From an optimization exercise on the open Yosys and OpenROAD flow, aimed at small area, a short achievable clock period and few clock cycles per item; shortcuts taken in it are not production practice.
The RTL was checked by simulation tests, not by an equivalence proof against the original design.

lane 1:
==> flow/design.v (excerpt) <==
module armax_decrypt (
    input  wire        clk,
    input  wire        rst,
    input  wire        in_valid,
    output wire        in_ready,
    input  wire [31:0] in_addr,
    input  wire [31:0] in_val,
    output wire        out_valid,
    input  wire        out_ready,
    output wire [31:0] out_addr,
    output wire [31:0] out_val
);
    wire [31:0] in_a_sw = {in_addr[7:0], in_addr[15:8], in_addr[23:16], in_addr[31:24]};
    wire [31:0] in_v_sw = {in_val[7:0],  in_val[15:8],  in_val[23:16],  in_val[31:24]};
    wire [31:0] a0, v0;
    armax_un1 u_un1 (.a_in(in_a_sw), .v_in(in_v_sw), .a_out(a0), .v_out(v0));
    reg         s_valid;    
    reg         o_valid;    
    reg         o_empty;    
    reg         in_rdy;     
    wire        adv = ~s_valid;                  
    wire        o_ld = o_empty | out_ready;      
    assign in_ready = in_rdy;
    wire        s_nxt;      
    reg [31:0] a_r0, v_r0;
    reg        vld_r0;
  ...
==> flow/config.mk <==
export PLATFORM = sky130hd
export DESIGN_NAME = armax_decrypt
export DESIGN_NICKNAME = armax_decrypt
export VERILOG_FILES = /design/flow/design.v
export SDC_FILE = /design/flow/constraint.sdc
export NUM_CORES = 4
export LEC_CHECK = 0
export CAP_MARGIN = 20
export CORE_MARGIN = 2
export CORE_UTILIZATION = 78
export CTS_BUF_LIST = sky130_fd_sc_hd__clkbuf_8
export PLACE_DENSITY = 0.86
export SLEW_MARGIN = 20
==> flow/constraint.sdc <==
create_clock -name core_clock -period 10.0 [get_ports {clk}]
set_input_delay 2.0000 -clock core_clock [delete_from_list [all_inputs] [get_ports {clk}]]
set_output_delay 2.0000 -clock core_clock [all_outputs]
set_load 0.01 [all_outputs]
standard.sh (not shown) runs the stock make flow with config.mk's settings and CLKGATE_MAP_FILE= SYNTH_SCRIPT=/design/flow/synth_recipe.tcl, a recipe that flattens the netlist after the stock synthesis.
==> flow/flow/run.sh <==
#!/bin/bash
# Own layout flow: the standard ORFS flow (standard.sh), except that
#  - synthesis maps the logic with flow/abc_map.script instead of ORFS's
#    abc_speed/abc_area script, and extracts no half/full adders
#    (ADDER_MAP_FILE empty); registers, their names and cell types are those
#    of the standard synthesis;
#  - repair_timing aims for 6.7 ns of setup slack (SETUP_SLACK_MARGIN),
#    so that it sizes the gates of the longest paths;
#  - the port buffers are sky130_fd_sc_hd__buf_2 (ORFS otherwise picks a
#    delay buffer, clkdlybuf4s50_1).
# Each step's full log is in orfs/logs/; make's output is in synth.log and
# layout.log here.
set -euo pipefail
here=$(pwd)
export MY_ABC_SCRIPT="$here/flow/abc_map.script"
extra="SYNTH_SCRIPT=$here/flow/my_synth.tcl ADDER_MAP_FILE= 'BUFFER_PORTS_ARGS=-buffer_cell sky130_fd_sc_hd__buf_2' SETUP_SLACK_MARGIN=6.7"
sed -e "s#SYNTH_SCRIPT=[^ ]*#$extra#" standard.sh > own_standard.sh
grep -q "my_synth.tcl ADDER_MAP_FILE=" own_standard.sh
bash own_standard.sh synth > synth.log 2>&1
bash own_standard.sh finish > layout.log 2>&1
test -s out/final.def
==> flow/flow/abc_map.script <==
strash
&get -n
&fraig -x
&put
dc2
strash
&get -n
&dch -f
&nf -R 1000
&put
buffer -c
topo
stime -c
upsize -c
dnsize -c
==> flow/flow/my_synth.tcl <==
proc synth {args} { yosys synth -nofsm -noshare {*}$args }
# Technology mapping with this flow's own ABC script (flow/abc_map.script)
# in place of ORFS's abc_area/abc_speed scripts.
if {[info exists ::env(MY_ABC_SCRIPT)] && $::env(MY_ABC_SCRIPT) ne ""} {
  proc abc {args} {
    set i [lsearch -exact $args -script]
    if {$i >= 0} { lset args [expr {$i + 1}] $::env(MY_ABC_SCRIPT) }
    puts "abc with script $::env(MY_ABC_SCRIPT)"
    yosys abc {*}$args
  }
}
source $::env(SCRIPTS_DIR)/synth.tcl
# left out here: clear keep_hierarchy, flatten, clean up, hide names made inside functions, write 1_2_yosys.v
Testbench counts of lane 1, summed over its fixed seeds: cycles 3,336, items 3,200.
Relative to lane 1, the following input files were edited for lane 2:
Settings: CTS_BUF_LIST: sky130_fd_sc_hd__clkbuf_8 -> unset.
--- a/flow/flow/run.sh
+++ b/flow/flow/run.sh
@@ -4 +4,2 @@
-#    abc_speed/abc_area script, and extracts no half/full adders
+#    abc_speed/abc_area script (delay-oriented &nf mapping, no ABC buffering
+#    or sizing; OpenROAD sizes the gates later), and extracts no half/full adders
==> flow/flow/abc_map.script <==
strash
&get -n
&fraig -x
&put
dc2
strash
&get -n
&dch -f
&nf -D 1000
&put
Notes after the runs:
- Maximum frequency | lane 2 above lane 1
- On lane 2: worst hold path depth is 1 lower than what lane 1 gave.
What lane 3 does differently from lane 2 at the input level:
Settings: CORE_UTILIZATION now 40, was 78; PLACE_DENSITY now 0.6, was 0.86.
--- a/flow/flow/run.sh
+++ b/flow/flow/run.sh
@@ -4,2 +4 @@
-#    abc_speed/abc_area script (delay-oriented &nf mapping, no ABC buffering
-#    or sizing; OpenROAD sizes the gates later), and extracts no half/full adders
+#    abc_speed/abc_area script, and extracts no half/full adders
@@ -8,2 +6,0 @@
-#  - repair_timing aims for 6.7 ns of setup slack (SETUP_SLACK_MARGIN),
-#    so that it sizes the gates of the longest paths;
@@ -17 +14 @@
-extra="SYNTH_SCRIPT=$here/flow/my_synth.tcl ADDER_MAP_FILE= 'BUFFER_PORTS_ARGS=-buffer_cell sky130_fd_sc_hd__buf_2' SETUP_SLACK_MARGIN=6.7"
+extra="SYNTH_SCRIPT=$here/flow/my_synth.tcl ADDER_MAP_FILE= 'BUFFER_PORTS_ARGS=-buffer_cell sky130_fd_sc_hd__buf_2'"
==> flow/flow/abc_map.script <==
strash
&get -n
&fraig -x
&put
dc2
strash
&get -n
&dch -f
&nf -R 1000
&put
buffer -c
topo
stime -c
upsize -c
dnsize -c
## What came out
- Global-route wire length before repair delta (lane 3 − lane 2): unfavourable
- v_o[17]$_DFFE_PN_ as the source of the critical timing path was reported by lane 3, and v_o[24]$_DFFE_PN_ by lane 2.
- Global-route usage ends up lower on lane 3.
- Lane 3 against lane 2; number of DRC markers in iteration 0 is down by more than a quarter.
- Lower final non-filler cell total was reported by lane 2, not lane 3.
- Compared with lane 2, in lane 3 sequential-to-total area share from yosys stat fell 1.1 points; post-place setup slack fell 530 ps; final worst slack fell 250 ps; net total in the final layout rose 63.
- On smallest hold slack: between lane 2 and lane 3, it ends up higher for lane 2.
Modified inputs, lane 4 compared to lane 3
Settings: changing CORE_UTILIZATION from 40 to 65; changing PLACE_DENSITY from 0.6 to 0.75.
--- a/flow/flow/run.sh
+++ b/flow/flow/run.sh
@@ -6,0 +7,2 @@
+#  - repair_timing aims for 6.7 ns of setup slack (SETUP_SLACK_MARGIN),
+#    so that it sizes the gates of the longest paths;
@@ -14 +16 @@
-extra="SYNTH_SCRIPT=$here/flow/my_synth.tcl ADDER_MAP_FILE= 'BUFFER_PORTS_ARGS=-buffer_cell sky130_fd_sc_hd__buf_2'"
+extra="SYNTH_SCRIPT=$here/flow/my_synth.tcl ADDER_MAP_FILE= 'BUFFER_PORTS_ARGS=-buffer_cell sky130_fd_sc_hd__buf_2' SETUP_SLACK_MARGIN=6.7"
--- outcome ---
- Higher area of the placeable core among lane 3 and lane 4: lane 3
- Summary of lane 4 over lane 3: total wirelength of the detailed-routed design decreased by 19000 um relative to the old numbers; global-route usage increased by 11 points relative to the old numbers; width of the die decreased by about 21% relative to the old numbers; routed via count increased by 2814 relative to the old numbers.
- Delta (lane 4 minus lane 3): final area went down by 0.85%, number of sinks handled by clock tree synthesis was more or less identical.

==> re-timing with driven ports <==
No port has a modelled driver above. Below, the same layouts with a new extraction and two added sets of constraints. Step 1 assumes that a clkbuf_16 drives the clock port and a buf_2 every other input. Step 2 also shifts input and output timing later by t, the mid clock arrival at the registers, as if the neighbouring blocks saw the same clock. Slacks: ideal ports / drivers / drivers and shift; pairs: ideal ports / drivers.
| run | t, ns | setup WS [ns] | clock arrival spread, ns |
|---|---|---|---|
| lane 1 | 0.984 | 6.459 / 6.379 / 6.389 | 0.043 / 0.043 |
| lane 2 | 0.843 | 6.649 / 6.570 / 6.445 | 0.031 / 0.032 |
| lane 3 | 0.895 | 6.399 / 6.309 / 6.344 | 0.069 / 0.069 |
| lane 4 | 0.861 | 6.543 / 6.457 / 6.360 | 0.033 / 0.034 |
After both steps every run listed still meets setup and hold. The setup slack of lane 2, which loses most, moves by -0.079 ns with the drivers and by -0.204 ns with both steps.
